This is an optimization exercise on Yosys and OpenROAD, whose aim is small area, a short achievable clock period and few clock cycles, not a production implementation.
The RTL was checked by simulation tests, not by an equivalence proof against the original design.
Power is estimated from default activity; no workload was simulated.

===== design.v =====
module scc_core (
    input  wire        clk,
    input  wire        rst,
    input  wire        cmd_valid,
    output wire        cmd_ready,
    input  wire [63:0] cmd_word,
    output wire        rsp_valid,
    input  wire        rsp_ready,
    output wire [63:0] rsp_word,
    output wire        prim_valid,
    output wire [3:0]  prim_kind,
    output wire [15:0] prim_addr,
    output wire [31:0] prim_arg,
    input  wire        prim_ack,
    input  wire        prim_fail,
    input  wire [7:0]  prim_rdata,
    output wire [1:0]  st_pst,
    output wire        st_strm,
    output wire        st_inited,
    output wire [2:0]  st_gpio_lvl,
    output wire [2:0]  st_gpio_dir,
    output wire        st_clk_en,
    output wire [31:0] st_clk_hz,
    output wire [3:0]  st_rail_en
);
    localparam [31:0] MCLK_HZ = 32'd24000000;
    localparam [3:0] P_BUSWRITE  = 4'd0;
    localparam [3:0] P_BUSREAD   = 4'd1;
    localparam [3:0] P_GPIODIR   = 4'd2;
    localparam [3:0] P_GPIOWRITE = 4'd3;
    localparam [3:0] P_CLKFREQ   = 4'd4;
    localparam [3:0] P_CLKEN     = 4'd5;
    localparam [3:0] P_RAILEN    = 4'd6;
    localparam [3:0] P_SLEEP     = 4'd7;
    localparam [3:0] P_SCOPEACQ  = 4'd8;
    localparam [3:0] P_SCOPEREL  = 4'd9;
    localparam [3:0] C_INIT = 4'd0, C_STBYON = 4'd1, C_STBYOFF = 4'd2, C_PON = 4'd3,
                     C_POFF = 4'd4, C_EXP = 4'd5, C_EXPG = 4'd6, C_GAIN = 4'd7,
                     C_SEL = 4'd8, C_STRM = 4'd12;
    reg        idle_q;      
    reg        run_q;       
    reg        rsp_q;       
    reg        abt_q;       
    reg [4:0]  upc;         
    reg [3:0]  cls;         
    reg [15:0] t;           
    reg [8:0]  gt;          
    reg        glo;         
    reg        ghi;         
    reg [7:0]  cr;          
    reg        gsel;        
    reg [3:0]  pk;          
    reg [15:0] pa;
    reg [7:0]  pg;          
    reg [4:0]  pc;          
    reg [7:0]  rs;          
    reg        rv;          
    reg        rshow_lo;    
    reg        rshow_hi;    
    reg        rpclk;       
    reg        gpend;       
    reg        inited;
    reg        strm;
    reg        soff;        
    reg [1:0]  pst;
    reg        mode_valid;
    reg [1:0]  mode_idx;
    reg [15:0] exp_r;
    reg [8:0]  gain_r;
    reg [2:0]  gpio_lvl;
    reg [2:0]  gpio_dir;
    reg        clk_en;
    reg        clk_hz_on;   
    reg [3:0]  rail_en;
    function automatic ge16(input [15:0] x, input [15:0] c);
        integer i;
        reg r;
        begin
            r = 1'b1;
            for (i = 0; i < 16; i = i + 1)
                r = c[i] ? (x[i] & r) : (x[i] | r);
            ge16 = r;
        end
    endfunction
    function automatic [15:0] mode_field16(input [1:0] i, input [3:0] k);
        begin
            mode_field16 = 16'd0;
            case (k)
                4'd0: case (i) 2'd0: mode_field16 = 16'd2592; 2'd1: mode_field16 = 16'd1920;
                               default: mode_field16 = 16'd1280; endcase
                4'd1: case (i) 2'd0: mode_field16 = 16'd1944; 2'd1: mode_field16 = 16'd1080;
                               2'd2: mode_field16 = 16'd960; default: mode_field16 = 16'd720; endcase
                4'd2: mode_field16 = (i == 2'd1) ? 16'd336 : 16'd0;
                4'd3: mode_field16 = (i == 2'd1) ? 16'd432 : 16'd0;
                4'd4: case (i) 2'd0: mode_field16 = 16'd4000; 2'd1: mode_field16 = 16'd3560;
                               default: mode_field16 = 16'd3000; endcase
                4'd5: case (i) 2'd0: mode_field16 = 16'd4037; 2'd1: mode_field16 = 16'd2607;
                               2'd2: mode_field16 = 16'd2000; default: mode_field16 = 16'd1500; endcase
                4'd6: mode_field16 = 16'hF180;     
                4'd7: mode_field16 = 16'd0;
                4'd8: mode_field16 = i[1] ? 16'd2 : 16'd1;
                4'd9: mode_field16 = 16'd1;
                4'd10: case (i) 2'd0: mode_field16 = 16'd4033; 2'd1: mode_field16 = 16'd2603;
                                2'd2: mode_field16 = 16'd1996; default: mode_field16 = 16'd1496; endcase
                4'd11: mode_field16 = 16'd16;
                4'd12: mode_field16 = 16'd159;
                4'd13: mode_field16 = {14'd0, i};
                default: mode_field16 = 16'd0;
            endcase
        end
    endfunction
    function automatic [7:0] gcode_rom(input [7:0] g);
        begin
            case (g)
                8'd17: gcode_rom = 8'd8;
                8'd18: gcode_rom = 8'd10;
                8'd19: gcode_rom = 8'd12;
                8'd20: gcode_rom = 8'd12;
                8'd21: gcode_rom = 8'd14;
                8'd22: gcode_rom = 8'd24;
                8'd23: gcode_rom = 8'd27;
                8'd24: gcode_rom = 8'd33;
                8'd25: gcode_rom = 8'd38;
                8'd26: gcode_rom = 8'd42;
                8'd27: gcode_rom = 8'd46;
                8'd28: gcode_rom = 8'd49;
                8'd29: gcode_rom = 8'd49;
                8'd30: gcode_rom = 8'd52;
                8'd31: gcode_rom = 8'd54;
                8'd32: gcode_rom = 8'd56;
                8'd33: gcode_rom = 8'd61;
                8'd34: gcode_rom = 8'd66;
                8'd35: gcode_rom = 8'd66;
                8'd36: gcode_rom = 8'd70;
                8'd37: gcode_rom = 8'd74;
                8'd38: gcode_rom = 8'd74;
                8'd39: gcode_rom = 8'd76;
                8'd40: gcode_rom = 8'd76;
                8'd41: gcode_rom = 8'd80;
                8'd42: gcode_rom = 8'd83;
                8'd43: gcode_rom = 8'd83;
                8'd44: gcode_rom = 8'd86;
                8'd45: gcode_rom = 8'd89;
                8'd46: gcode_rom = 8'd89;
                8'd47: gcode_rom = 8'd94;
                8'd48: gcode_rom = 8'd94;
                8'd49: gcode_rom = 8'd97;
                8'd50: gcode_rom = 8'd100;
                8'd51: gcode_rom = 8'd100;
                8'd52: gcode_rom = 8'd106;
                8'd53: gcode_rom = 8'd106;
                8'd54: gcode_rom = 8'd106;
                8'd55: gcode_rom = 8'd109;
                8'd56: gcode_rom = 8'd109;
                8'd57: gcode_rom = 8'd109;
                8'd58: gcode_rom = 8'd115;
                8'd59: gcode_rom = 8'd115;
                8'd60: gcode_rom = 8'd115;
                8'd61: gcode_rom = 8'd115;
                8'd62: gcode_rom = 8'd118;
                8'd63: gcode_rom = 8'd118;
                8'd64: gcode_rom = 8'd118;
                8'd65: gcode_rom = 8'd124;
                8'd66: gcode_rom = 8'd124;
                8'd67: gcode_rom = 8'd124;
                8'd68: gcode_rom = 8'd130;
                8'd69: gcode_rom = 8'd130;
                8'd70: gcode_rom = 8'd130;
                8'd71: gcode_rom = 8'd136;
                8'd72: gcode_rom = 8'd136;
                8'd73: gcode_rom = 8'd136;
                8'd74: gcode_rom = 8'd142;
                8'd75: gcode_rom = 8'd142;
                8'd76: gcode_rom = 8'd142;
                8'd77: gcode_rom = 8'd147;
                8'd78: gcode_rom = 8'd147;
                8'd79: gcode_rom = 8'd147;
                8'd80: gcode_rom = 8'd147;
                8'd81: gcode_rom = 8'd149;
                8'd82: gcode_rom = 8'd149;
                8'd83: gcode_rom = 8'd149;
                8'd84: gcode_rom = 8'd154;
                8'd85: gcode_rom = 8'd154;
                8'd86: gcode_rom = 8'd154;
                8'd87: gcode_rom = 8'd154;
                8'd88: gcode_rom = 8'd160;
                8'd89: gcode_rom = 8'd160;
                8'd90: gcode_rom = 8'd160;
                8'd91: gcode_rom = 8'd160;
                8'd92: gcode_rom = 8'd160;
                8'd93: gcode_rom = 8'd162;
                8'd94: gcode_rom = 8'd162;
                8'd95: gcode_rom = 8'd162;
                8'd96: gcode_rom = 8'd162;
                8'd97: gcode_rom = 8'd162;
                8'd98: gcode_rom = 8'd168;
                8'd99: gcode_rom = 8'd168;
                8'd100: gcode_rom = 8'd168;
                8'd101: gcode_rom = 8'd168;
                8'd102: gcode_rom = 8'd168;
                8'd103: gcode_rom = 8'd172;
                8'd104: gcode_rom = 8'd172;
                8'd105: gcode_rom = 8'd172;
                8'd106: gcode_rom = 8'd172;
                8'd107: gcode_rom = 8'd178;
                8'd108: gcode_rom = 8'd178;
                8'd109: gcode_rom = 8'd178;
                8'd110: gcode_rom = 8'd178;
                8'd111: gcode_rom = 8'd178;
                8'd112: gcode_rom = 8'd180;
                8'd113: gcode_rom = 8'd180;
                8'd114: gcode_rom = 8'd180;
                8'd115: gcode_rom = 8'd180;
                8'd116: gcode_rom = 8'd180;
                8'd117: gcode_rom = 8'd180;
                8'd118: gcode_rom = 8'd184;
                8'd119: gcode_rom = 8'd184;
                8'd120: gcode_rom = 8'd184;
                8'd121: gcode_rom = 8'd184;
                8'd122: gcode_rom = 8'd188;
                8'd123: gcode_rom = 8'd188;
                8'd124: gcode_rom = 8'd188;
                8'd125: gcode_rom = 8'd188;
                8'd126: gcode_rom = 8'd188;
                8'd127: gcode_rom = 8'd193;
                8'd128: gcode_rom = 8'd193;
                8'd129: gcode_rom = 8'd193;
                8'd130: gcode_rom = 8'd193;
                8'd131: gcode_rom = 8'd193;
                8'd132: gcode_rom = 8'd195;
                8'd133: gcode_rom = 8'd195;
                8'd134: gcode_rom = 8'd195;
                8'd135: gcode_rom = 8'd195;
                8'd136: gcode_rom = 8'd195;
                8'd137: gcode_rom = 8'd199;
                8'd138: gcode_rom = 8'd199;
                8'd139: gcode_rom = 8'd199;
                8'd140: gcode_rom = 8'd199;
                8'd141: gcode_rom = 8'd228;
                8'd142: gcode_rom = 8'd228;
                8'd143: gcode_rom = 8'd228;
                8'd144: gcode_rom = 8'd228;
                8'd145: gcode_rom = 8'd228;
                8'd146: gcode_rom = 8'd228;
                8'd147: gcode_rom = 8'd228;
                8'd148: gcode_rom = 8'd228;
                8'd149: gcode_rom = 8'd228;
                8'd150: gcode_rom = 8'd228;
                8'd151: gcode_rom = 8'd229;
                8'd152: gcode_rom = 8'd229;
                8'd153: gcode_rom = 8'd229;
                8'd154: gcode_rom = 8'd229;
                8'd155: gcode_rom = 8'd229;
                8'd156: gcode_rom = 8'd229;
                8'd157: gcode_rom = 8'd229;
                8'd158: gcode_rom = 8'd229;
                8'd159: gcode_rom = 8'd229;
                8'd160: gcode_rom = 8'd229;
                8'd161: gcode_rom = 8'd234;
                8'd162: gcode_rom = 8'd234;
                8'd163: gcode_rom = 8'd234;
                8'd164: gcode_rom = 8'd234;
                8'd165: gcode_rom = 8'd234;
                8'd166: gcode_rom = 8'd234;
                8'd167: gcode_rom = 8'd234;
                8'd168: gcode_rom = 8'd234;
                8'd169: gcode_rom = 8'd234;
                default: gcode_rom = 8'h01;    
            endcase
        end
    endfunction
    localparam [4:0] K_1000 = 5'b00001, K_10000 = 5'b00010, K_20000 = 5'b00100,
                     K_30000 = 5'b01000, K_MCLK = 5'b10000;
    function automatic [31:0] arg_of(input [4:0] f);
        begin
            arg_of = (f[0] ? 32'd1000 : 32'd0) | (f[1] ? 32'd10000 : 32'd0) |
                     (f[2] ? 32'd20000 : 32'd0) | (f[3] ? 32'd30000 : 32'd0) |
                     (f[4] ? MCLK_HZ : 32'd0);
        end
    endfunction
    function automatic [32:0] prim_at(input [3:0] c, input [4:0] k, input [1:0] pm,
                                      input [15:0] s, input [15:0] f);
        reg [3:0]  pk_;
        reg [15:0] pa_;
        reg [7:0]  pg_;
        reg [4:0]  pc_;
        begin
            pk_ = P_SCOPEREL;
            pa_ = 16'd0;
            pg_ = 8'd0;
            pc_ = 5'd0;
            case (c)
                C_INIT: begin
                    pk_ = P_BUSREAD;
                    pa_ = k[0] ? 16'h2001 : 16'h2000;
                end
                C_STBYON: case (k[1:0])
                    2'd0: pk_ = P_SCOPEACQ;
                    2'd1: begin pk_ = P_GPIOWRITE; pa_ = 16'd1; end
                    2'd2: pk_ = P_CLKEN;
                    default: pk_ = P_SCOPEREL;
                endcase
                C_STBYOFF: case (k[2:0])
                    3'd0: pk_ = P_SCOPEACQ;
                    3'd1: begin pk_ = P_CLKFREQ; pc_ = K_MCLK; end
                    3'd2: begin pk_ = P_CLKEN;   pg_ = 8'd1; end
                    3'd3: begin pk_ = P_SLEEP;   pc_ = K_20000; pg_ = 8'h20; end
                    3'd4: pk_ = P_SCOPEREL;
                    default: begin pk_ = P_GPIOWRITE; pa_ = 16'd1; pg_ = 8'd1; end
                endcase
                C_PON: case (k)
                    5'd0:  pk_ = P_SCOPEACQ;
                    5'd1:  begin pk_ = P_GPIODIR;   pa_ = 16'd0; pg_ = 8'd1; end
                    5'd2:  begin pk_ = P_GPIODIR;   pa_ = 16'd1; pg_ = 8'd1; end
                    5'd3:  begin pk_ = P_GPIOWRITE; pa_ = 16'd0; end
                    5'd4:  begin pk_ = P_GPIOWRITE; pa_ = 16'd1; end
                    5'd5:  begin pk_ = P_SLEEP;     pc_ = K_1000; pg_ = 8'hE8; end
                    5'd6:  begin pk_ = P_CLKFREQ;   pc_ = K_MCLK; end
                    5'd7:  begin pk_ = P_CLKEN;     pg_ = 8'd1; end
                    5'd8:  begin pk_ = P_SLEEP;     pc_ = K_10000; pg_ = 8'h10; end
                    5'd9:  begin pk_ = P_GPIOWRITE; pa_ = 16'd2; pg_ = 8'd1; end
                    5'd10: begin pk_ = P_RAILEN;    pa_ = 16'd0; pg_ = 8'd1; end
                    5'd11: begin pk_ = P_RAILEN;    pa_ = 16'd1; pg_ = 8'd1; end
                    5'd12: begin pk_ = P_RAILEN;    pa_ = 16'd2; pg_ = 8'd1; end
                    5'd13: begin pk_ = P_RAILEN;    pa_ = 16'd3; pg_ = 8'd1; end
                    5'd14: begin pk_ = P_SLEEP;     pc_ = K_10000; pg_ = 8'h10; end
                    5'd15: begin pk_ = P_GPIOWRITE; pa_ = 16'd0; pg_ = 8'd1; end
                    5'd16: begin pk_ = P_GPIOWRITE; pa_ = 16'd1; pg_ = 8'd1; end
                    5'd17: begin pk_ = P_SLEEP;     pc_ = K_30000; pg_ = 8'h30; end
                    default: pk_ = P_SCOPEREL;
                endcase
                C_POFF: case (k[3:0])
                    4'd0:  pk_ = P_SCOPEACQ;
                    4'd1:  pk_ = P_CLKEN;
                    4'd2:  begin pk_ = P_GPIOWRITE; pa_ = 16'd2; end
                    4'd3:  begin pk_ = P_RAILEN;    pa_ = 16'd3; end
                    4'd4:  begin pk_ = P_RAILEN;    pa_ = 16'd2; end
                    4'd5:  begin pk_ = P_RAILEN;    pa_ = 16'd1; end
                    4'd6:  begin pk_ = P_RAILEN;    pa_ = 16'd0; end
                    4'd7:  begin pk_ = P_SLEEP;     pc_ = K_10000; pg_ = 8'h10; end
                    4'd8:  begin pk_ = P_GPIOWRITE; pa_ = 16'd0; end
                    4'd9:  begin pk_ = P_GPIOWRITE; pa_ = 16'd1; end
                    4'd10: begin pk_ = P_GPIODIR;   pa_ = 16'd0; end
                    4'd11: begin pk_ = P_GPIODIR;   pa_ = 16'd1; end
                    default: pk_ = P_SCOPEREL;
                endcase
                C_SEL, C_SEL + 4'd1, C_SEL + 4'd2, C_SEL + 4'd3,
                C_STRM, C_STRM + 4'd1, C_STRM + 4'd2, C_STRM + 4'd3: begin
                    pk_ = P_BUSWRITE;
                    case (k[1:0])
                        2'd0: begin pa_ = 16'h3000; pg_ = 8'h01; end
                        2'd1: begin pa_ = 16'h3100; pg_ = 8'h02; end
                        2'd2: begin
                            pa_ = 16'h3200;
                            case (pm)
                                2'd0: pg_ = 8'h0F;
                                2'd1: pg_ = 8'h07;
                                default: pg_ = 8'h03;
                            endcase
                        end
                        default: begin
                            if (pm[0]) begin pa_ = 16'h3201; pg_ = 8'h80; end
                            else       begin pa_ = 16'h3300; pg_ = 8'h55; end
                        end
                    endcase
                end
                default: begin   
                    pk_ = P_BUSWRITE;
                    if (c == C_GAIN || k[2]) begin
                        pa_ = 16'h1004;    
                    end else begin
                        case (k[1:0])
                            2'd0: begin pa_ = 16'h1000; pg_ = s[7:0]; end
                            2'd1: begin pa_ = 16'h1001; pg_ = s[15:8]; end
                            2'd2: begin pa_ = 16'h1002; pg_ = f[7:0]; end
                            default: begin pa_ = 16'h1003; pg_ = f[15:8]; end
                        endcase
                    end
                end
            endcase
            prim_at = {pk_, pa_, pg_, pc_};
        end
    endfunction
    wire [7:0]  op = cmd_word[63:56];
    wire [27:0] ca = cmd_word[55:28];
    wire [27:0] cb = cmd_word[27:0];
    wire [2:0]  tg = cb[2:0];
    wire op01 = (op == 8'h01), op02 = (op == 8'h02), op03 = (op == 8'h03), op04 = (op == 8'h04);
    wire op05 = (op == 8'h05), op06 = (op == 8'h06), op07 = (op == 8'h07), op08 = (op == 8'h08);
    wire op09 = (op == 8'h09), op0a = (op == 8'h0A);
    wire a_zero  = (ca == 28'd0);
    wire b_zero  = (cb == 28'd0);
    wire b_hi0_1 = (cb[27:1] == 27'd0);
    wire b_hi0_3 = (cb[27:3] == 25'd0);
    wire b_hi0_4 = (cb[27:4] == 24'd0);
    wire b_hi0_8 = (cb[27:8] == 20'd0);
    wire b_hi0_9 = (cb[27:9] == 19'd0);
    wire legal = ((op01 | op08 | op09) & a_zero & b_zero)
               | (op02 & a_zero & b_hi0_3 & (~tg[2] | (tg[1:0] == 2'd0)))
               | op03 | op07
               | (op04 & a_zero & b_hi0_1)
               | (op05 & b_zero)
               | (op06 & a_zero)
               | (op0a & a_zero & b_hi0_4 & ~(cb[3] & cb[2] & cb[1]));
    wire gated = op03 | op04 | op05 | op06 | op07;
    wire ok    = legal & (inited | ~gated);    
    wire pwr_legal = (tg == 3'd1) ? (pst == 2'd2) :
                     (tg == 3'd2) ? (pst == 2'd1) :
                     (tg == 3'd3) ? (pst == 2'd0) :
                     (tg == 3'd4) ? (pst != 2'd0) : 1'b0;
    wire a_2592 = (ca == 28'd2592);
    wire a_1920 = (ca == 28'd1920);
    wire a_1280 = (ca == 28'd1280);
    wire m0 = a_2592 & (cb == 28'd1944);
    wire m1 = a_1920 & (cb == 28'd1080);
    wire m2 = a_1280 & (cb == 28'd960);
    wire m3 = a_1280 & (cb == 28'd720);
    wire look_ok = m0 | m1 | m2 | m3;
    wire [1:0] look_idx = {m2 | m3, m1 | m3};
    wire [15:0] shutter = ca[19:4] | {16{~(ca[27:20] == 8'd0)}};
    wire b_gt159 = ~b_hi0_8 | ge16({8'd0, cb[7:0]}, 16'd160);
    wire b_le169 = b_hi0_8 & ~ge16({8'd0, cb[7:0]}, 16'd170);
    wire [7:0] code_in = (op07 & b_gt159) ? 8'd229 : gcode_rom(cb[7:0]);
    wire str_on_run = cb[0] & ~strm & (pst == 2'd2) & mode_valid;
    wire go_run = ok & (op01 | (op02 & pwr_legal) | (op03 & look_ok) | (op04 & str_on_run)
                        | ((op05 | op07) & mode_valid) | (op06 & b_le169));
    reg [7:0] st_in;     
    always @(*) begin
        st_in = 8'h00;
        if (!legal) st_in = 8'hF0;
        else if (gated && !inited) st_in = 8'hE0;
        else if (op02 && !pwr_legal) st_in = 8'h21;
        else if (op03 && !look_ok) st_in = 8'h30;
        else if (op04 && cb[0] && !strm && pst != 2'd2) st_in = 8'h42;
        else if (op04 && cb[0] && !strm && !mode_valid) st_in = 8'h41;
        else if ((op05 || op07) && !mode_valid) st_in = 8'h51;
    end
    reg [3:0]  pk_in;
    reg [15:0] pa_in;
    reg [7:0]  pg_in;
    reg [3:0]  cls_in;
    always @(*) begin
        pk_in  = P_BUSWRITE;
        pa_in  = 16'd0;
        pg_in  = 8'd0;
        cls_in = C_INIT;
        if (op01) begin
            pk_in = P_BUSREAD; pa_in = 16'h2000;
        end else if (op02) begin
            pk_in = P_SCOPEACQ; cls_in = {1'b0, tg};
        end else if (op03) begin
            pa_in = 16'h3000; pg_in = 8'h01; cls_in = {2'b10, look_idx};
        end else if (op04) begin
            pa_in = 16'h3000; pg_in = 8'h01; cls_in = {2'b11, mode_idx};
        end else if (op06) begin
            pa_in = 16'h1004; cls_in = C_GAIN;    
        end else begin
            pa_in = 16'h1000; pg_in = shutter[7:0]; cls_in = op05 ? C_EXP : C_EXPG;
        end
    end
    wire        is_prog = cls[3];
    wire [1:0]  pm = cls[1:0];
    reg s_ge;    
    reg [15:0] vts_cur;
    always @(*) begin
        case (mode_idx)
            2'd0: begin s_ge = ge16(t, 16'd4034); vts_cur = 16'd4037; end
            2'd1: begin s_ge = ge16(t, 16'd2604); vts_cur = 16'd2607; end
            2'd2: begin s_ge = ge16(t, 16'd1997); vts_cur = 16'd2000; end
            default: begin s_ge = ge16(t, 16'd1497); vts_cur = 16'd1500; end
        endcase
    end
    reg [13:0] s_inc;    
    integer j;
    reg carry;
    always @(*) begin
        carry = 1'b1;
        for (j = 0; j < 14; j = j + 1) begin
            s_inc[j] = t[j + 2] ^ carry;
            carry    = carry & t[j + 2];
        end
    end
    wire [15:0] frame = s_ge ? {s_inc, t[1:0]} : vts_cur;
    wire [8:0] g_cl = glo ? 9'd16 : ghi ? ((cls == C_EXPG) ? 9'd159 : 9'd511) : gt;
    wire [4:0] upc_n = {upc[4] ^ (&upc[3:0]), upc[3] ^ (&upc[2:0]), upc[2] ^ (&upc[1:0]),
                        upc[1] ^ upc[0], ~upc[0]};
    wire [32:0] nxt = prim_at(cls, upc_n, pm, t, frame);
    wire nxt_gsel = (cls == C_EXPG) && (upc[1:0] == 2'd3);
    reg last;
    always @(*) begin
        if (is_prog)
            last = pm[1] ? (pm[0] ? (upc[1:0] == 2'd1) : (upc[1:0] == 2'd2)) : (upc[1:0] == 2'd3);
        else case (cls)
            C_INIT:    last = upc[0];
            C_STBYON:  last = (upc[1:0] == 2'd3);
            C_STBYOFF: last = (upc[2:0] == 3'd5);
            C_PON:     last = (upc == 5'd18);
            C_POFF:    last = (upc[3:0] == 4'd12);
            C_EXP:     last = (upc[1:0] == 2'd3);
            C_EXPG:    last = upc[2];
            default:   last = 1'b1;    
        endcase
    end
    wire fallible = (pk != P_SLEEP) && (pk != P_SCOPEACQ) && (pk != P_SCOPEREL);
    wire is_pwr   = (cls == C_STBYON) || (cls == C_STBYOFF) || (cls == C_PON) || (cls == C_POFF);
    wire scope_held = is_pwr && !(cls == C_STBYOFF && upc[2:0] == 3'd5);
    reg [7:0] st_fail;
    always @(*) begin
        if (is_prog) st_fail = cls[2] ? 8'h40 : 8'h31;
        else case (cls)
            C_INIT:  st_fail = 8'h11;
            C_EXP, C_EXPG, C_GAIN: st_fail = 8'h50;
            default: st_fail = 8'h20;
        endcase
    end
    wire id_ok = (prim_rdata == (upc[0] ? 8'h5A : 8'hA5));
    wire fail  = fallible & prim_fail;
    always @(posedge clk) begin
        if (idle_q) begin
            cls      <= cls_in;
            upc      <= 5'd0;
            pk       <= pk_in;
            pa       <= pa_in;
            pg       <= pg_in;
            pc       <= 5'd0;
            gt       <= cb[8:0];
            glo      <= b_hi0_4;
            ghi      <= op07 ? b_gt159 : ~b_hi0_9;
            cr       <= code_in;
            gsel     <= op06;
            rs       <= st_in;
            rv       <= legal & op0a & mode_valid;
            rshow_lo <= legal & (op08 | op09 | (op0a & mode_valid));
            rshow_hi <= legal & (op08 | op09 | (op0a & mode_valid));
            rpclk    <= legal & op0a & mode_valid & (cb[3:0] == 4'd6);
            gpend    <= ok & op06 & ~b_le169;
            t        <= op08 ? exp_r :
                        op09 ? {7'd0, gain_r} :
                        op0a ? mode_field16(mode_idx, cb[3:0]) : shutter;
        end else if (run_q) begin
            if (cls == C_INIT) t[7:0] <= prim_rdata;
            if (prim_ack) begin
                if (abt_q) ;
                else if (fail) begin
                    rs <= st_fail;
                    if (scope_held) begin
                        pk <= P_SCOPEREL;
                        pa <= 16'd0;
                        pg <= 8'd1;
                        pc <= 5'd0;
                    end
                end else if (cls == C_INIT && !id_ok) begin
                    rs       <= 8'h10;
                    rshow_lo <= 1'b1;
                end else if (last) begin
                    upc <= 5'd0;
                end else begin
                    upc  <= upc_n;
                    gsel <= nxt_gsel;
                    {pk, pa, pg, pc} <= nxt;
                end
            end
        end
        if (rst) begin
            idle_q     <= 1'b1;
            run_q      <= 1'b0;
            rsp_q      <= 1'b0;
            abt_q      <= 1'b0;
            soff       <= 1'b0;
            inited     <= 1'b0;
            strm       <= 1'b0;
            pst        <= 2'd0;
            mode_valid <= 1'b0;
            mode_idx   <= 2'd0;
            exp_r      <= 16'd0;
            gain_r     <= 9'd0;
            gpio_lvl   <= 3'd0;
            gpio_dir   <= 3'd0;
            clk_en     <= 1'b0;
            clk_hz_on  <= 1'b0;
            rail_en    <= 4'd0;
        end else if (idle_q) begin
            soff <= cmd_valid & ok & op04 & ~cb[0];
            if (cmd_valid) begin
                idle_q <= 1'b0;
                run_q  <= go_run;
                rsp_q  <= ~go_run;
            end
        end else if (run_q) begin
            if (prim_ack) begin
                if (abt_q) begin
                    abt_q <= 1'b0;
                    run_q <= 1'b0;
                    rsp_q <= 1'b1;
                end else if (fail) begin
                    if (cls == C_INIT) inited <= 1'b0;
                    if (is_pwr) begin
                        pst  <= 2'd3;
                        strm <= 1'b0;
                    end
                    if (scope_held) abt_q <= 1'b1;
                    else begin
                        run_q <= 1'b0;
                        rsp_q <= 1'b1;
                    end
                end else begin
                    case (pk)
                        P_GPIODIR:   gpio_dir[pa[1:0]] <= pg[0];
                        P_GPIOWRITE: gpio_lvl[pa[1:0]] <= pg[0];
                        P_CLKFREQ:   clk_hz_on <= 1'b1;
                        P_CLKEN:     clk_en <= pg[0];
                        P_RAILEN:    rail_en[pa[1:0]] <= pg[0];
                        default: ;
                    endcase
                    if ((cls == C_EXP || cls == C_EXPG) && upc == 5'd3)
                        exp_r <= t;
                    if (cls == C_INIT && !id_ok) begin
                        inited <= 1'b0;
                        run_q  <= 1'b0;
                        rsp_q  <= 1'b1;
                    end else if (last) begin
                        run_q <= 1'b0;
                        rsp_q <= 1'b1;
                        if (is_prog) begin
                            mode_idx   <= pm;
                            mode_valid <= 1'b1;
                            if (cls[2]) strm <= 1'b1;
                        end else case (cls)
                            C_INIT: begin
                                mode_valid <= 1'b0;
                                mode_idx   <= 2'd0;
                                exp_r      <= 16'd0;
                                gain_r     <= 9'd0;
                                strm       <= 1'b0;
                                inited     <= 1'b1;
                            end
                            C_STBYON: begin pst <= 2'd1; strm <= 1'b0; end
                            C_STBYOFF, C_PON: pst <= 2'd2;
                            C_POFF: begin pst <= 2'd0; strm <= 1'b0; end
                            C_EXPG, C_GAIN: gain_r <= g_cl;
                            default: ;
                        endcase
                    end
                end
            end
        end else if (rsp_q) begin
            soff <= 1'b0;
            if (soff) strm <= 1'b0;
            if (gpend) gain_r <= g_cl;
            if (rsp_ready) begin
                rsp_q  <= 1'b0;
                idle_q <= 1'b1;
            end
        end
    end
    assign cmd_ready   = idle_q;
    assign rsp_valid   = rsp_q;
    assign rsp_word    = {rs, rv, 7'd0, 11'd0, upc,
                          3'd0, rpclk, 4'd0, rpclk, 2'd0, rpclk, 3'd0, rpclk,
                          t[15:8] & {8{rshow_hi}}, t[7:0] & {8{rshow_lo}}};
    assign prim_valid  = run_q;
    assign prim_kind   = pk;
    assign prim_addr   = pa;
    assign prim_arg    = {arg_of(pc) >> 8, pg | (cr & {8{gsel}})};
    assign st_pst      = pst;
    assign st_strm     = strm & ~soff;
    assign st_inited   = inited;
    assign st_gpio_lvl = gpio_lvl;
    assign st_gpio_dir = gpio_dir;
    assign st_clk_en   = clk_en;
    assign st_clk_hz   = clk_hz_on ? MCLK_HZ : 32'd0;
    assign st_rail_en  = rail_en;
endmodule

===== constraint.sdc =====
create_clock -name core_clock -period 10.0 [get_ports {clk}]
set_input_delay 2.0000 -clock core_clock [delete_from_list [all_inputs] [get_ports {clk}]]
set_output_delay 2.0000 -clock core_clock [all_outputs]
set_load 0.01 [all_outputs]

===== flow/run.sh =====
#!/bin/bash
set -euo pipefail
export SETUP_SLACK_MARGIN=6.25
export BUFFER_PORTS_ARGS="-buffer_cell sky130_fd_sc_hd__buf_1"
echo 'export DONT_USE_CELLS += sky130_fd_sc_hd__ha_1 sky130_fd_sc_hd__ha_2 sky130_fd_sc_hd__ha_4 sky130_fd_sc_hd__fa_1 sky130_fd_sc_hd__fa_2 sky130_fd_sc_hd__fa_4' >> config.mk
bash standard.sh > flow_make.log 2>&1

===== standard.sh =====
#!/bin/bash
# synth_recipe.tcl (not shown) runs the flow's synth.tcl, then flattens the netlist and writes it again
# the make line also repeats each setting of config.mk as NAME=value (left out here)
make -C /OpenROAD-flow-scripts/flow DESIGN_CONFIG=/design/flow/config.mk WORK_HOME=/design/flow/orfs CLKGATE_MAP_FILE= SYNTH_SCRIPT=/design/flow/synth_recipe.tcl "${@:-finish}"

===== config.mk =====
export PLATFORM = sky130hd
export DESIGN_NAME = scc_core
export DESIGN_NICKNAME = scc_core
export VERILOG_FILES = /design/flow/design.v
export SDC_FILE = /design/flow/constraint.sdc
export NUM_CORES = 4
export LEC_CHECK = 0
export CAP_MARGIN = 20
export CORE_MARGIN = 2
export CORE_UTILIZATION = 55
export CTS_BUF_LIST = sky130_fd_sc_hd__clkbuf_4 sky130_fd_sc_hd__clkbuf_8
export SLEW_MARGIN = 20
export DONT_USE_CELLS += sky130_fd_sc_hd__ha_1 sky130_fd_sc_hd__ha_2 sky130_fd_sc_hd__ha_4 sky130_fd_sc_hd__fa_1 sky130_fd_sc_hd__fa_2 sky130_fd_sc_hd__fa_4

==> metrics.csv, run 1 <==
stage,metric,value,unit
sta,fin crit share,38.7,%
synth,number of synthesized register bits,129,
sta,Worst Hold Slack,0.456,ns
clock_tree,latest clock arrival within the worst-skew pair,0.46,ns
flow_run,max cap viols,0,
synth,Yosys warning count,1,
synth,largest area contributor in the netlist,edfxtp_1,
detailed_routing,vias per std cell,6.60,
power_and_ir_drop,Sw Ratio,34.6,%
clock_tree,total CTS buffers,17,
placed_design,post-detail-place hpwl,25800,um
power_and_ir_drop,cell-internal power,892,uW
synth,share of the synthesized area in the top cell type,20.4,%
detailed_routing,DRC,0,
clock_tree,CTS Hold Buffers Added,0,
clock_tree,Clock Path Buffers,2,
power_and_ir_drop,Net Sw Power,472,uW
clock_tree,CTS tree,built,
detailed_routing,drt pass-1 iters,6,
layout,"leading cell type in the layout, fill and taps excluded",buf_1,
layout,"commonest cells after routing, fill and taps aside","buf_1, nand2_1, nor2_1, a21oi_1, o21ai_0",
synth,sequential share of the synthesized area,31.8,%
sta,fin. max-slew vios,0,
detailed_routing,DRT antenna net count,0,
setup_path,worst r2r src,cls[1]$_SDFFCE_PP0P_,
synth,"Top FF cell, synth",edfxtp_1,
power_and_ir_drop,Clk pwr share,34.7,%
synth,"top cells by area, synth","edfxtp_1, dfxtp_1, buf_4",
synth,Yosys cell types,91,
detailed_routing,post-DR wirelength/cell,21.9,um
sta,"Worst Setup Slack, final",6.13,ns
die,I/O pins,244,
detailed_routing,total number of vias,11500,
sta,post-layout minimum cycle time,3.87,ns
clock_tree,CTS Root Cell,clkbuf_8,
global_route,pin count of the biggest net entering global routing,76,
hold_path,HP Class,reg2reg,
power_and_ir_drop,P_leak,4.16,nW
placed_design,pre-CTS setup slack,5.13,ns
setup_path,R2R Path End,pg[4]$_DFFE_PP_,
clock_tree,clock slew seen by the registers of the worst setup and hold paths,0.10,ns
synth,Syn Std Cell Area,0.0103,sq mm
detailed_routing,Starting DRT DRC Count,1465,
setup_path,Critical Path RT,10.33,ns
synth,Post-synth EDFFs,70,
global_route,Total GRT Usage,36.9,%
die,num rows,50,
sta,worst-case clock skew,0.0200,ns
synth,Syn Inst Count,1378,
setup_path,arrival time at the worst endpoint,4.20,ns
sta,final hold violations,0,
synth,syn_area_per_cell,7.49,sq um
power_and_ir_drop,Cell Pwr Density,113,mW/mm^2
clock_tree,H-tree depth,4,
setup_path,Setup CP Type,in2reg,
sta,Final setup violation count,0,
hold_path,worst hold stages,2,
die,Core ar.,0.0186,sq mm
setup_path,Max Fanout on Critical Path,14,
hold_path,hold endpoint,exp_r[11]$_SDFFE_PP0P_,
placed_design,gpl congestion,0.942,
global_route,first-pass GRT wire length,57900,um
setup_path,Crit. End Element,flop,
global_route,"Remaining Overflow, GRT",0,
die,Initial Util,55.6,%
layout,n_diodes,0,
layout,share of cells above drive strength 1,13.1,%
synth,Post-synth ARST share,0,%
placed_design,PortBufs,169,
sta,Peak Freq,258,MHz
sta,Slew headroom,31.5,%
die,die width,141,um
setup_path,reg2reg setup slack,6.53,ns
detailed_routing,"wirelength, routed",38100,um
die,Die Y,141,um
power_and_ir_drop,worst vdd rail ir drop,0.0000959,V
power_and_ir_drop,Comb power frac,20.4,%
hold_path,HP Start,exp_r[11]$_SDFFE_PP0P_,
global_route,vias in the first global route,10200,
setup_path,Worst setup SP type,input pin,
die,die area,0.0199,sq mm
sta,setup TNS,0,ns
setup_path,R2R depth,8,
layout,Post-layout nets,1575,
power_and_ir_drop,Seq pwr share,44.8,%
clock_tree,Num Clock Sinks,129,
run_status,status,no timing/DRC/antenna violations,
layout,P&R area growth vs syn,16.5,%
sta,RSZ-0062 raised after global routing,yes,
global_route,initial antenna violation count,0,
sta,slew at the pin with the worst max-slew slack,1.02,ns
==> per-stage QoR <==
step           instances  utilization [%]  power (mW)  instance area [sq um]
2_1_floorplan       1451                -       0.793                  10700
3_3_place_gp        1674             57.1       0.855                  10600
3_5_place_dp        1674             57.1       0.855                  10600
4_1_cts             1728             62.6        1.34                  11600
5_1_grt             1744             64.8        1.41                  12000
6_report            1744             64.8        1.36                  12000
==> worst max-delay path by stage <==
stage | endpoint | slack, ns | start
floorplan | rsp_q$_SDFFE_PP0P_ | 6.03 | cmd_word[1]
global placement | rsp_q$_SDFFE_PP0P_ | 5.22 | cmd_word[1]
detailed placement | rsp_q$_SDFFE_PP0P_ | 5.13 | cmd_word[1]
CTS | rsp_q$_SDFFE_PP0P_ | 6.06 | cmd_word[1]
global route | gain_r[4]$_SDFFE_PP0P_ | 6.05 | prim_rdata[0]
finish | gain_r[4]$_SDFFE_PP0P_ | 6.13 | prim_rdata[0]
==> cells in the mapped netlist (all sizes together), types with 25 or more instances <==
master  instances
nor3           45
nand2         163
nand2b         30
and2           25
edfxtp         70
dfxtp          59
o21ai         105
clkbuf         81
nor2          134
inv            27
nand3          46
a21oi         126
buf           118
==> layout make-up <==
type / instances / area, sq um
Clock buffer: 17 / 234
Multi-Input combinational cell: 1095 / 6550
Inverter: 28 / 123
Tap cell: 234 / 293
Sequential cell: 129 / 3290
Clock inverter: 15 / 170
Fill cell: 1724 / 6550
Timing Repair Buffer: 226 / 1380
==> worst max-delay path: stages <==
cell and delay (ns):
buf_1 0.09, nand3b_1 0.20, nor4b_4 0.48, o31a_1 0.30, nand2_4 0.09, or4_4 0.44, a21oi_4 0.18, buf_12 0.16
mux2i_2 0.20, nor2_1 0.05
==> power groups by stage <==
| stage | logic (mW) | registers [mW] | clock network, mW |
|---|---|---|---|
| after floorplan | 0.178 | 0.615 | 0 |
| after global placement | 0.232 | 0.623 | 0 |
| after detailed placement | 0.232 | 0.623 | 0 |
| after CTS | 0.256 | 0.611 | 0.473 |
| after global routing | 0.297 | 0.615 | 0.496 |
| final | 0.278 | 0.612 | 0.474 |
==> timing repair <==
action / 4_1_cts / 5_1_grt
hold endpoints to repair: 0 / 0
pin swaps: 11 / 21
endpoints found under the setup margin: 85 / 92
gates cloned: 6 / 2
buffers inserted: 16 / 14
resized for setup: 64 / 59
==> state kept, by name, summed over array words and instances, names as in the netlist, 2 cells and up <==
signal and flops:
exp_r 16, t 16, gain_r 9, gt 9, cr 8, pg 8, pa 7, rs 6
pc 5, upc 5, cls 4, pk 4, rail_en 4, gpio_dir 3, gpio_lvl 3, mode_idx 2
pst 2
==> layer usage <==
metal,global-route usage (%),wire [um],share of wire (%),up-vias
li1,-,-,-,5155
met1,49.4,14800,39,5348
met2,57.8,17100,45,849
met3,6.01,4050,11,165
met4,19.2,2220,5.8,0
met5,0,0,0,-
==> kinds of logic (layout without fill, tap and decap cells) <==
group                      after synthesis  in the layout  synth area share (%)
and+or+nand+nor                        562            562                  26.8
AOI/OAI and AO/OA                      436            436                  27.4
buffers and inverters                  227            286                  11.9
DFF                                    129            129                  31.8
xor gates and xnor gates                12             12                  1.02
muxes                                    9              9                 0.872
adders and majority gates                2              2                 0.194
other                                    1             74                0.0363
Testbench counts, summed over its fixed seeds: cycles 21,737.
==> run 2, diff against run 1 <==
==> flow/run.sh (replaced) <==
#!/bin/bash
set -euo pipefail
export SETUP_SLACK_MARGIN=6
export BUFFER_PORTS_ARGS="-buffer_cell sky130_fd_sc_hd__buf_1"
echo 'export DONT_USE_CELLS += sky130_fd_sc_hd__ha_1 sky130_fd_sc_hd__ha_2 sky130_fd_sc_hd__ha_4 sky130_fd_sc_hd__fa_1 sky130_fd_sc_hd__fa_2 sky130_fd_sc_hd__fa_4' >> config.mk
bash standard.sh > flow_make.log 2>&1
==> run 2 against run 1 <==
Total power decreased by 2.7%. Global-route usage decreased by 1.9 points. Register-to-register slack improved by 0.06 ns. Critical path type unchanged. Clock power decreased by 4%. Routed wire length decreased by 3.6%. Sequential power about the same. Sequential cell count unchanged. Count of clock-buffer cells in the layout unchanged. Critical path depth increased by 1.
==> metrics.csv, run 2 <==
stage,metric,value,unit,change
die,Initial Util,55.6,%,unchanged
die,Core ar.,0.0186,sq mm,unchanged
die,I/O pins,244,,unchanged
flow_run,max cap viols,0,,unchanged
setup_path,Worst path max stage delay,0.57,ns,+0.09 ns
synth,Yosys cell types,91,,unchanged
synth,Syn Inst Count,1378,,unchanged
global_route,GRT met3 Usage,5.16,%,-0.85 points
synth,sequential share of the synthesized area,31.8,%,unchanged
hold_path,worst hold stages,2,,unchanged
setup_path,Critical Path RT,10.19,ns,-0.14 ns
global_route,initial antenna violation count,0,,unchanged
die,num rows,50,,unchanged
layout,n_diodes,0,,unchanged
layout,Finished Cell Area,0.0115,sq mm,-4.5%
sta,Final setup violation count,0,,unchanged
placed_design,Placement Cell Area,0.0106,sq mm,-0.16%
sta,fin crit share,40.4,%,+1.7 points
placed_design,post-detail-place hpwl,25700,um,-0.64%
clock_tree,CTS Root Cell,clkbuf_8,,
synth,"top cells by area, synth","edfxtp_1, dfxtp_1, buf_4",,
global_route,Total GRT Usage,35.0,%,-1.9 points
clock_tree,Clock Path Buffers,2,,unchanged
sta,worst-case clock skew,0.0172,ns,-0.00290 ns
layout,top flop regs,"exp_r (16), t (16)",,
global_route,met2 Usage GRT,55.2,%,-2.6 points
synth,largest area contributor in the netlist,edfxtp_1,,
detailed_routing,vias per std cell,6.52,,-1.3%
placed_design,gpl congestion,0.951,,+0.96%
sta,final hold violations,0,,unchanged
setup_path,arrival time at the worst endpoint,4.23,ns,+0.03 ns
die,die area,0.0199,sq mm,unchanged
layout,P&R area growth vs syn,11.3,%,
synth,Post-synth ARST share,0,%,unchanged
layout,"commonest cells after routing, fill and taps aside","buf_1, nand2_1, nor2_1, a21oi_1, o21ai_0",,
clock_tree,total CTS buffers,17,,unchanged
global_route,first-pass GRT wire length,54500,um,-5.9%
synth,Syn Std Cell Area,0.0103,sq mm,unchanged
global_route,GR peak layer,met2,,
sta,Peak Freq,247,MHz,-4.2%
global_route,"Remaining Overflow, GRT",0,,unchanged
detailed_routing,DRT antenna net count,0,,unchanged
synth,share of the synthesized area in the top cell type,20.4,%,unchanged
die,Die Y,141,um,unchanged
clock_tree,CTS tree,built,,
clock_tree,Num Clock Sinks,129,,unchanged
power_and_ir_drop,P_leak,3.92,nW,-5.8%
sta,RSZ-0062 raised after global routing,yes,,
placed_design,PortBufs,169,,unchanged
synth,Yosys warning count,1,,unchanged
synth,most frequent cell after synthesis,nand2_1,,
detailed_routing,DRC,0,,unchanged
layout,"leading cell type in the layout, fill and taps excluded",buf_1,,
synth,Synth top cells by count,"nand2_1, nor2_1, a21oi_1",,
layout,share of cells above drive strength 1,9.55,%,-3.6 points
sta,"Worst Setup Slack, final",5.96,ns,-0.171 ns
layout,Post-layout nets,1562,,-0.83%
synth,Post-synth EDFFs,70,,unchanged
clock_tree,CTS Hold Buffers Added,0,,unchanged
global_route,vias in the first global route,9674,,-5.4%
detailed_routing,Starting DRT DRC Count,1384,,-5.5%
sta,setup TNS,0,ns,unchanged
setup_path,R2R depth,5,,-3
sta,post-layout minimum cycle time,4.04,ns,+0.171 ns
synth,number of synthesized register bits,129,,unchanged
die,die width,141,um,unchanged
global_route,met1 Use GR,47.6,%,-1.9 points
placed_design,pre-CTS setup slack,5.10,ns,-0.0347 ns
setup_path,"Critical Path, Cell by Cell",buf_12 -> buf_12 -> or4_4 -> buf_4 -> buf_4 -> o21ai_0 -> a31oi_1 -> a21o_1 -> or2_1 -> o21ai_1 -> o41ai_1,,
clock_tree,H-tree depth,4,,unchanged
sta,slew at the pin with the worst max-slew slack,1.08,ns,+0.0615 ns
run_status,status,no timing/DRC/antenna violations,,
sta,Slew headroom,27.3,%,-4.1 points
synth,syn_area_per_cell,7.49,sq um,unchanged
setup_path,Worst setup SP type,input pin,,
power_and_ir_drop,Cell Pwr Density,116,mW/mm^2,+1.9%
clock_tree,clock slew seen by the registers of the worst setup and hold paths,0.09,ns,about the same
layout,fill count,1769,,+2.6%
detailed_routing,post-DR wirelength/cell,21.2,um,-2.9%
clock_tree,latest clock arrival within the worst-skew pair,0.47,ns,about the same
setup_path,crit path max-delay cell type,or4_4,,
setup_path,Setup CP Type,in2reg,,
synth,"Top FF cell, synth",edfxtp_1,,
sta,fin. max-slew vios,0,,unchanged
detailed_routing,drt pass-1 iters,9,,+3
hold_path,HP Class,reg2reg,,
detailed_routing,total number of vias,11300,,-2.0%
global_route,pin count of the biggest net entering global routing,82,,+7.9%
power_and_ir_drop,worst vdd rail ir drop,0.0000949,V,-0.99%
setup_path,Crit. End Element,flop,,
setup_path,Max Fanout on Critical Path,6,,-8
detailed_routing,"wirelength, routed",36800,um,-3.6%
## run 2: cell types whose count changed in the layout (fill, tap and decap cells not counted), sizes merged
cell,delta
inv,+1
clkinv,+1
clkinvlp,-2
buf,-11
clkbuf,+3
clkdlybuf4s18,+1
bufbuf,-6
## run 2: timing repair
| action | 4_1_cts | 5_1_grt |
|---|---|---|
| gates resized for setup | 26 | 46 |
| pin swaps | 1 | 9 |
| buffers inserted | 2 | 14 |
| endpoints found under the setup margin | 45 | 35 |
| gates cloned | 0 | 6 |
## run 2: logic make-up (layout without fill, tap and decap cells)
group                      Yosys count  count (layout)  share of synthesized area (%)
AOI/OAI and AO/OA                  436             436                           27.4
xor gates and xnor gates            12              12                           1.02
and+or+nand+nor                    562             562                           26.8
other                                1              74                         0.0363
DFF                                129             129                           31.8
muxes                                9               9                          0.872
buffers and inverters              227             273                           11.9
adders and majority gates            2               2                          0.194
## run 2: metrics by stage
| stage | total power [mW] | utilization [%] | std cells | hold WS, ns |
|---|---|---|---|---|
| global placement | 0.854 | 57.0 | 1677 | 0.439 |
| finish | 1.33 | 61.9 | 1731 | 0.456 |
| CTS | 1.30 | 59.7 | 1711 | 0.455 |
| detailed placement | 0.855 | 57.0 | 1677 | 0.444 |
| global route | 1.37 | 61.9 | 1731 | 0.472 |
| floorplan | 0.792 | - | 1451 | 0.432 |
## run 2: path summary, 6_finish.rpt
check / slack (ns) / endpoint / from
min reg2reg: 0.46 / exp_r[2]$_SDFFE_PP0P_ / exp_r[2]$_SDFFE_PP0P_
max: 5.96 / rs[6]$_DFFE_PP_ / cmd_word[1]
min: 0.46 / exp_r[2]$_SDFFE_PP0P_ / exp_r[2]$_SDFFE_PP0P_
max reg2reg: 6.59 / pg[6]$_DFFE_PP_ / cls[1]$_SDFFCE_PP0P_
## run 2: layout make-up
cell class	instances	area (sq um)	share of cell area, %
Timing Repair Buffer	213	1180	10.3
Inverter	28	109	0.947
Clock inverter	15	149	1.30
Clock buffer	17	234	2.04
Multi-Input combinational cell	1095	6240	54.3
Sequential cell	129	3290	28.6
Tap cell	234	293	2.55
## run 2: metal layers
metal	part of all wire, %	wire [um]	vias up
li1	-	-	5147
met2	45	16500	814
met1	40	14600	5173
met3	9.8	3580	148
met5	0	0	-
met4	5.5	2020	0
## run 2: worst max-delay path: cells and delay by family
family	cells	cell delay, ns
buffers and inverters	4	0.53
AND/OR/NAND/NOR	2	0.85
AO/OA/AOI/OAI	5	0.86
## run 2: power by group
group,switching [mW],leakage [nW],total (mW),internal [mW]
combinational,0.177,2.59,0.262,0.0847
clock,0.252,0.186,0.456,0.204
sequential,0.0232,1.15,0.610,0.587
total,0.452,3.92,1.33,0.876
==> run 3, diff against run 2 <==
==> flow/run.sh (replaced) <==
#!/bin/bash
set -euo pipefail
export SETUP_SLACK_MARGIN=6
export BUFFER_PORTS_ARGS="-buffer_cell sky130_fd_sc_hd__buf_1"
echo 'export DONT_USE_CELLS += sky130_fd_sc_hd__ha_1 sky130_fd_sc_hd__ha_2 sky130_fd_sc_hd__ha_4 sky130_fd_sc_hd__fa_1 sky130_fd_sc_hd__fa_2 sky130_fd_sc_hd__fa_4' >> config.mk
echo 'export SKIP_REPAIR_TIE_FANOUT = 1' >> config.mk
bash standard.sh > flow_make.log 2>&1
--- a/config.mk
+++ b/config.mk
@@ -11,3 +11,4 @@
 export CTS_BUF_LIST = sky130_fd_sc_hd__clkbuf_4 sky130_fd_sc_hd__clkbuf_8
 export SLEW_MARGIN = 20
 export DONT_USE_CELLS += sky130_fd_sc_hd__ha_1 sky130_fd_sc_hd__ha_2 sky130_fd_sc_hd__ha_4 sky130_fd_sc_hd__fa_1 sky130_fd_sc_hd__fa_2 sky130_fd_sc_hd__fa_4
+export SKIP_REPAIR_TIE_FANOUT = 1
==> run 3 against run 2 <==
Synthesized area unchanged. Synthesized cell count unchanged. Critical path depth decreased by 1. Worst setup slack improved by 0.078 ns. Via count decreased by 2.4%. Fmax increased by 2.0%. Global-route usage increased by 0.90 points. Largest cell class unchanged. Largest power group unchanged.
==> metrics.csv, run 3 <==
stage,metric,value,unit,change
synth,share of the synthesized area in the top cell type,20.4,%,unchanged
layout,share of cells above drive strength 1,9.22,%,-0.33 points
global_route,initial antenna violation count,0,,unchanged
clock_tree,CTS Root Cell,clkbuf_8,,
setup_path,Crit. End Element,flop,,
synth,Syn Inst Count,1378,,unchanged
global_route,GR peak layer,met2,,
synth,sequential share of the synthesized area,31.8,%,unchanged
hold_path,worst hold stages,2,,unchanged
hold_path,hold endpoint,gpio_dir[1]$_SDFFE_PP0P_,,
synth,Syn Std Cell Area,0.0103,sq mm,unchanged
placed_design,PortBufs,169,,unchanged
sta,slew at the pin with the worst max-slew slack,1.10,ns,+0.0179 ns
detailed_routing,vias per std cell,6.70,,+2.8%
synth,Yosys warning count,1,,unchanged
die,die area,0.0199,sq mm,unchanged
global_route,pin count of the biggest net entering global routing,75,,-8.5%
detailed_routing,DRT antenna net count,0,,unchanged
global_route,Total GRT Usage,35.9,%,+0.90 points
global_route,vias in the first global route,9845,,+1.8%
sta,Slew headroom,26.2,%,-1.1 points
clock_tree,clock slew seen by the registers of the worst setup and hold paths,0.10,ns,about the same
power_and_ir_drop,Power Total,1.35,mW,+2.0%
setup_path,worst r2r src,cls[2]$_SDFFCE_PP0P_,,
sta,RSZ-0062 raised after global routing,yes,,
layout,"commonest cells after routing, fill and taps aside","buf_1, nand2_1, nor2_1, a21oi_1, o21ai_0",,
global_route,GRT met3 Usage,5.47,%,+0.31 points
layout,"leading cell type in the layout, fill and taps excluded",buf_1,,
power_and_ir_drop,Clk pwr share,36.2,%,+1.9 points
clock_tree,Clock Path Buffers,2,,unchanged
power_and_ir_drop,Seq pwr share,45.1,%,-0.9 points
die,I/O pins,244,,unchanged
synth,largest area contributor in the netlist,edfxtp_1,,
setup_path,Max Fanout on Critical Path,43,,+37
placed_design,post-detail-place hpwl,26100,um,+1.7%
sta,setup TNS,0,ns,unchanged
die,Initial Util,55.6,%,unchanged
synth,Post-synth EDFFs,70,,unchanged
synth,most frequent cell after synthesis,nand2_1,,
hold_path,HP Start,gpio_dir[1]$_SDFFE_PP0P_,,
layout,Reg area,0.00329,sq mm,unchanged
sta,Peak Freq,252,MHz,+2.0%
setup_path,reg2reg setup slack,6.48,ns,-0.11 ns
layout,multi-input logic area,0.00603,sq mm,-3.5%
setup_path,Critical Path RT,10.33,ns,+0.14 ns
layout,P&R area growth vs syn,7.43,%,
sta,fin crit share,39.6,%,-0.78 points
synth,Post-synth ARST share,0,%,unchanged
power_and_ir_drop,Comb power frac,18.7,%,-1.0 points
die,Die Y,141,um,unchanged
global_route,first-pass GRT wire length,55900,um,+2.6%
sta,"Worst Setup Slack, final",6.04,ns,+0.0781 ns
power_and_ir_drop,Cell Pwr Density,122,mW/mm^2,+5.7%
power_and_ir_drop,P_leak,3.62,nW,-7.7%
setup_path,R2R Path End,exp_r[12]$_SDFFE_PP0P_,,
synth,"Top FF cell, synth",edfxtp_1,,
clock_tree,CTS tree,built,,
die,die width,141,um,unchanged
layout,final core utilization,59.7,%,-2.2 points
setup_path,arrival time at the worst endpoint,4.30,ns,+0.07 ns
setup_path,Worst setup SP type,input pin,,
clock_tree,total CTS buffers,17,,unchanged
global_route,"Remaining Overflow, GRT",0,,unchanged
die,Core ar.,0.0186,sq mm,unchanged
layout,fill count,1836,,+3.8%
detailed_routing,DRC,0,,unchanged
placed_design,gpl congestion,0.962,,+1.2%
clock_tree,Num Clock Sinks,129,,unchanged
detailed_routing,Starting DRT DRC Count,1299,,-6.1%
synth,syn_area_per_cell,7.49,sq um,unchanged
power_and_ir_drop,cell-internal power,880,uW,+0.54%
synth,"top cells by area, synth","edfxtp_1, dfxtp_1, buf_4",,
setup_path,R2R depth,5,,unchanged
sta,final hold violations,0,,unchanged
synth,number of synthesized register bits,129,,unchanged
die,num rows,50,,unchanged
synth,Synth top cells by count,"nand2_1, nor2_1, a21oi_1",,
sta,worst-case clock skew,0.0167,ns,-0.000481 ns
detailed_routing,total number of vias,11000,,-2.4%
flow_run,max cap viols,0,,unchanged
clock_tree,H-tree depth,4,,unchanged
power_and_ir_drop,Net Sw Power,474,uW,+4.9%
sta,fin. max-slew vios,0,,unchanged
power_and_ir_drop,worst vdd rail ir drop,0.0000856,V,-9.8%
sta,post-layout minimum cycle time,3.96,ns,-0.0781 ns
run_status,status,no timing/DRC/antenna violations,,
synth,Yosys cell types,91,,unchanged
setup_path,Setup CP Type,in2reg,,
sta,Final setup violation count,0,,unchanged
clock_tree,CTS Hold Buffers Added,0,,unchanged
setup_path,Worst Setup SP,cmd_word[0],,
global_route,met1 Use GR,48.6,%,+1.0 points
detailed_routing,"wirelength, routed",36700,um,about the same
hold_path,HP Class,reg2reg,,
layout,top flop regs,"exp_r (16), t (16)",,
layout,Post-layout nets,1475,,-5.6%
power_and_ir_drop,Sw Ratio,35.0,%,+0.96 points
detailed_routing,post-DR wirelength/cell,22.3,um,+5.2%
detailed_routing,drt pass-1 iters,7,,-2
global_route,met2 Usage GRT,56.3,%,+1.1 points
layout,n_diodes,0,,unchanged
placed_design,pre-CTS setup slack,4.90,ns,-0.201 ns
clock_tree,latest clock arrival within the worst-skew pair,0.48,ns,about the same
-- run 3: worst max path at each step --
stage / endpoint / slack, ns / cells past startpoint
3_3_place_gp: rsp_q$_SDFFE_PP0P_ / 4.99 / 9
4_1_cts: t[3]$_DFFE_PP_ / 5.85 / 7
5_1_grt: t[3]$_DFFE_PP_ / 5.94 / 8
2_1_floorplan: rs[6]$_DFFE_PP_ / 5.99 / 8
6_report: rsp_q$_SDFFE_PP0P_ / 6.04 / 10
3_5_place_dp: rsp_q$_SDFFE_PP0P_ / 4.90 / 9
-- run 3: what timing repair did --
action / in CTS / in global routing
gates resized for setup: 26 / 32
cloned: 0 / 2
pin swaps: 1 / 8
buffers inserted: 1 / 10
endpoints found under the setup margin: 55 / 46
-- run 3: kinds of logic after synthesis --
logic type | count (synthesis) | share of synthesized area, %
other | 1 | 0.0363
XOR/XNOR | 12 | 1.02
buffers and inverters | 227 | 11.9
multiplexers | 9 | 0.872
flip-flops | 129 | 31.8
adder cells (fa/ha/maj) | 2 | 0.194
AO/OA/AOI/OAI | 436 | 27.4
AND/OR/NAND/NOR | 562 | 26.8
-- run 3: routing by layer --
layer / share of wire (%) / vias to the layer above / wire length [um]
li1: - / 5042 / -
met1: 40 / 5175 / 14700
met2: 46 / 664 / 16800
met3: 9.0 / 132 / 3290
met4: 5.4 / 0 / 1980
met5: 0 / - / 0
-- run 3: area by class of cell --
type                    instances  area share (%)
multi-input cells            1022            54.3
flip-flops and latches        129            29.6
repair buffers                199            8.63
well taps                     234            2.64
clock buffers                  17            2.11
clock inverters                15            1.71
inverters                      28           0.947
-- run 3: through the flow --
stage,hold slack [ns],cells,instance area (sq um)
after floorplan,0.432,1378,10300
final,0.458,1644,11100
after CTS,0.463,1632,10800
after global placement,0.439,1599,10300
after detailed placement,0.448,1599,10300
after global routing,0.470,1644,11100
-- run 3: worst max-delay path: stages --
cell and delay [ns]:
clkbuf_2 0.11, buf_12 0.18, or4_4 0.51, or3_1 0.33, nor3_2 0.18, nand4_1 0.24
nor4_4 0.33, o41ai_4 0.14, or4b_1 0.20, o311ai_1 0.08
-- run 3: power groups by stage --
stage	combinational (mW)	sequential, mW	clock (mW)
final	0.253	0.611	0.491
after global routing	0.272	0.614	0.512
after CTS	0.239	0.610	0.493
after detailed placement	0.235	0.622	0
after global placement	0.235	0.622	0
after floorplan	0.177	0.615	0
==> run 4, diff against run 3 <==
--- a/design.v
+++ b/design.v
@@ -416,7 +416,7 @@
     wire m2 = a_1280 & (cb == 28'd960);
     wire m3 = a_1280 & (cb == 28'd720);
     wire look_ok = m0 | m1 | m2 | m3;
-    wire [1:0] look_idx = {m2 | m3, m1 | m3};
+    wire [1:0] look_idx = {~ca[11] & ~ca[7], ca[7] | (~ca[11] & ~cb[8])};
     wire [15:0] shutter = ca[19:4] | {16{~(ca[27:20] == 8'd0)}};
     wire b_gt159 = ~b_hi0_8 | ge16({8'd0, cb[7:0]}, 16'd160);
     wire b_le169 = b_hi0_8 & ~ge16({8'd0, cb[7:0]}, 16'd170);
@@ -549,15 +549,19 @@
                         pg <= 8'd1;
                         pc <= 5'd0;
                     end
-                end else if (cls == C_INIT && !id_ok) begin
-                    rs       <= 8'h10;
-                    rshow_lo <= 1'b1;
-                end else if (last) begin
-                    upc <= 5'd0;
                 end else begin
-                    upc  <= upc_n;
-                    gsel <= nxt_gsel;
-                    {pk, pa, pg, pc} <= nxt;
+                    if (!last) begin
+                        gsel <= nxt_gsel;
+                        {pk, pa, pg, pc} <= nxt;
+                    end
+                    if (cls == C_INIT && !id_ok) begin
+                        rs       <= 8'h10;
+                        rshow_lo <= 1'b1;
+                    end else if (last) begin
+                        upc <= 5'd0;
+                    end else begin
+                        upc <= upc_n;
+                    end
                 end
             end
         end
==> flow/run.sh (replaced) <==
#!/bin/bash
set -euo pipefail
export SETUP_SLACK_MARGIN=6
export BUFFER_PORTS_ARGS="-buffer_cell sky130_fd_sc_hd__buf_1"
echo 'export DONT_USE_CELLS += sky130_fd_sc_hd__ha_1 sky130_fd_sc_hd__ha_2 sky130_fd_sc_hd__ha_4 sky130_fd_sc_hd__fa_1 sky130_fd_sc_hd__fa_2 sky130_fd_sc_hd__fa_4' >> config.mk
bash standard.sh > flow_make.log 2>&1
--- a/config.mk
+++ b/config.mk
@@ -11,4 +11,3 @@
 export CTS_BUF_LIST = sky130_fd_sc_hd__clkbuf_4 sky130_fd_sc_hd__clkbuf_8
 export SLEW_MARGIN = 20
 export DONT_USE_CELLS += sky130_fd_sc_hd__ha_1 sky130_fd_sc_hd__ha_2 sky130_fd_sc_hd__ha_4 sky130_fd_sc_hd__fa_1 sky130_fd_sc_hd__fa_2 sky130_fd_sc_hd__fa_4
-export SKIP_REPAIR_TIE_FANOUT = 1
==> run 4 against run 3 <==
Critical path type unchanged. Synthesized area up 1.4%. Global-route usage grew 1.6 points. Utilization rose by 3.1 points. Total power rose by 1.0%. Largest power group unchanged. Combinational power up 9.9%. Still clean on timing, DRC and antenna. Clock power decreased by 4.5%. Count of clock-buffer cells in the layout is 1 higher. Final cell count up 6.4%.
==> metrics.csv, run 4 <==
stage,metric,value,unit,change
setup_path,Worst setup SP type,input pin,,
setup_path,Max Fanout on Critical Path,6,,-86%
layout,"commonest cells after routing, fill and taps aside","buf_1, nand2_1, nor2_1, o21ai_0, a21oi_1",,
sta,Worst Hold Slack,0.459,ns,+0.000928 ns
sta,Final setup violation count,0,,unchanged
sta,final hold violations,0,,unchanged
hold_path,worst hold stages,2,,unchanged
placed_design,Post-Place Cells,1685,,+5.4%
global_route,first-pass GRT wire length,58500,um,+4.7%
setup_path,Crit. path cell count,8,,-2
die,num rows,50,,unchanged
synth,share of the synthesized area in the top cell type,20.1,%,-0.28 points
global_route,initial antenna violation count,0,,unchanged
die,Initial Util,56.0,%,+0.41 points
setup_path,Critical Path RT,10.32,ns,about the same
sta,Slew headroom,32.9,%,+6.7 points
setup_path,"Critical Path, Cell by Cell",buf_2 -> or4_1 -> or4_4 -> a2111oi_4 -> o211ai_1 -> a32oi_2 -> a2bb2oi_2 -> o41ai_1,,
layout,"leading cell type in the layout, fill and taps excluded",buf_1,,
synth,syn_area_per_cell,7.60,sq um,+1.3%
run_status,status,no timing/DRC/antenna violations,,
detailed_routing,vias per std cell,6.71,,+0.16%
sta,worst-case clock skew,0.0196,ns,+0.00297 ns
setup_path,crit path max-delay cell type,or4_1,,
power_and_ir_drop,P_leak,4.08,nW,+13%
setup_path,Crit. End Element,flop,,
global_route,vias in the first global route,10100,,+2.6%
flow_run,max cap viols,0,,unchanged
synth,"Top FF cell, synth",edfxtp_1,,
synth,Post-synth EDFFs,70,,unchanged
synth,Yosys cell types,100,,+9.9%
die,die width,142,um,+0.68%
detailed_routing,post-DR wirelength/cell,22.9,um,+2.7%
global_route,pin count of the biggest net entering global routing,53,,-29%
setup_path,Buf/Inv on CP,1,,-1
synth,most frequent cell after synthesis,nand2_1,,
layout,fill count,1740,,-5.2%
setup_path,Worst path max stage delay,0.52,ns,about the same
die,I/O pins,244,,unchanged
global_route,Total GRT Usage,37.5,%,+1.6 points
setup_path,worst r2r src,cls[3]$_SDFFCE_PN0P_,,
detailed_routing,"wirelength, routed",40100,um,+9.3%
sta,Peak Freq,249,MHz,-1.3%
synth,largest area contributor in the netlist,edfxtp_1,,
placed_design,PortBufs,169,,unchanged
setup_path,Setup CP Type,in2reg,,
layout,n_diodes,0,,unchanged
clock_tree,CTS Root Cell,clkbuf_8,,
die,Core ar.,0.0187,sq mm,+0.67%
synth,sequential share of the synthesized area,31.3,%,-0.44 points
sta,fin crit share,40.2,%,+0.53 points
synth,Syn Inst Count,1379,,+0.073%
power_and_ir_drop,Power Total,1.37,mW,+1.0%
layout,top flop regs,"exp_r (16), t (16)",,
synth,Yosys warning count,1,,unchanged
setup_path,R2R depth,8,,+3
clock_tree,H-tree depth,4,,unchanged
placed_design,gpl congestion,1.05,,+9.1%
synth,number of synthesized register bits,129,,unchanged
detailed_routing,DRC,0,,unchanged
clock_tree,CTS tree,built,,
layout,P&R area growth vs syn,12.2,%,
sta,post-layout minimum cycle time,4.02,ns,+0.0534 ns
hold_path,hold endpoint,gpio_dir[1]$_SDFFE_PP0P_,,
sta,setup TNS,0,ns,unchanged
hold_path,HP Start,gpio_dir[1]$_SDFFE_PP0P_,,
sta,fin. max-slew vios,0,,unchanged
detailed_routing,DRT antenna net count,0,,unchanged
setup_path,R2R Path End,pg[3]$_DFFE_PP_,,
layout,fin cells,1750,,+6.4%
clock_tree,CTS Hold Buffers Added,0,,unchanged
hold_path,HP Class,reg2reg,,
layout,share of cells above drive strength 1,10.8,%,+1.6 points
clock_tree,Clock Path Buffers,2,,unchanged
detailed_routing,total number of vias,11700,,+6.6%
sta,slew at the pin with the worst max-slew slack,0.995,ns,-0.101 ns
detailed_routing,drt pass-1 iters,6,,-1
power_and_ir_drop,Cell Pwr Density,116,mW/mm^2,-4.6%
setup_path,arrival time at the worst endpoint,4.34,ns,+0.04 ns
setup_path,reg2reg setup slack,6.11,ns,-0.37 ns
layout,Post-layout nets,1581,,+7.2%
clock_tree,Num Clock Sinks,129,,unchanged
die,die area,0.0202,sq mm,+1.4%
setup_path,Crit path max-delay family,compound AO/OA/AOI/OAI gates,,
die,Die Y,142,um,+0.68%
clock_tree,latest clock arrival within the worst-skew pair,0.46,ns,-0.02 ns
power_and_ir_drop,worst vdd rail ir drop,0.0000776,V,-9.4%
placed_design,post-detail-place hpwl,28100,um,+7.8%
global_route,"Remaining Overflow, GRT",0,,unchanged
sta,RSZ-0062 raised after global routing,yes,,
synth,"top cells by area, synth","edfxtp_1, dfxtp_1, buf_4",,
clock_tree,clock slew seen by the registers of the worst setup and hold paths,0.08,ns,-0.02 ns
synth,Synth top cells by count,"nand2_1, nor2_1, a21oi_1, o21ai_0, buf_4",,
detailed_routing,Starting DRT DRC Count,1488,,+15%
clock_tree,total CTS buffers,17,,unchanged
synth,Syn Std Cell Area,0.0105,sq mm,+1.4%
synth,Post-synth ARST share,0,%,unchanged
[run 4: cell count changes after synthesis, moves of 5 or more]
cell,change
o21a_1,+8
buf_2,+7
o21ai_0,+20
or3_1,-7
nor4_1,+7
clkbuf_1,-18
a211oi_1,-9
o31ai_1,+5
o211ai_1,-8
nor3_1,-6
o22ai_1,+5
nand2b_1,-18
nand2_1,-8
[run 4: cell type report]
type	count	area, sq um	area share (%)
clock buffer	18	241	2.06
clock inverter	14	154	1.31
inverter	29	120	1.02
multi-input combinational	1098	6340	54.0
sequential	129	3290	28.0
tap	234	293	2.49
timing repair buffer	228	1310	11.2
[run 4: worst min-delay path, delay by kind of cell, from the launching register on]
| family | cells | cell delay [ns] |
|---|---|---|
| AND/OR/NAND/NOR | 1 | 0.05 |
| AO/OA/AOI/OAI | 1 | 0.05 |
| flip-flops | 1 | 0.32 |
[run 4: stage by stage]
stage | area (sq um) | utilization [%] | worst slack [ns]
final | 11700 | 62.8 | 5.98
after global routing | 11700 | 62.8 | 5.93
after CTS | 11200 | 60.0 | 5.95
after detailed placement | 10700 | 57.4 | 5.25
after global placement | 10700 | 57.4 | 5.28
after floorplan | 10800 | - | 5.97
[run 4: how the worst max path moves through the flow]
stage | from | endpoint
5_1_grt | cmd_word[38] | rsp_q$_SDFFE_PP0P_
6_report | cmd_word[38] | rsp_q$_SDFFE_PP0P_
3_5_place_dp | cmd_word[53] | pg[0]$_DFFE_PP_
2_1_floorplan | cmd_word[1] | rs[5]$_DFFE_PP_
4_1_cts | cmd_word[1] | rs[5]$_DFFE_PP_
3_3_place_gp | cmd_word[53] | pg[0]$_DFFE_PP_
[run 4: per-layer routing]
layer | wire length [um] | part of all wire (%) | vias up | global-route usage (%)
li1 | - | - | 5204 | -
met3 | 4630 | 12 | 165 | 7.37
met2 | 17800 | 44 | 917 | 57.7
met4 | 2450 | 6.1 | 0 | 19.5
met5 | 0 | 0 | - | 0
met1 | 15300 | 38 | 5456 | 50.2
[run 4: cell families after synthesis]
family | after synthesis | synth area share, %
simple gates | 542 | 25.8
flops | 129 | 31.3
buf+inv | 225 | 12.1
xor+xnor | 17 | 1.42
mux | 13 | 1.28
other cells | 1 | 0.0358
compound gates | 452 | 27.9
[run 4: power by group]
group	internal [mW]	switching (mW)	leakage (nW)
clock	0.227	0.242	0.190
combinational	0.0928	0.185	2.74
sequential	0.588	0.0336	1.15
total	0.908	0.461	4.08
[run 4: timing repair]
item,CTS,global route
buffers inserted,2,23
cloned,0,7
gates resized for setup,17,44
setup endpoints to repair,27,47
pin swaps,6,7
Testbench counts of run 4, summed over its fixed seeds: cycles 21,737.
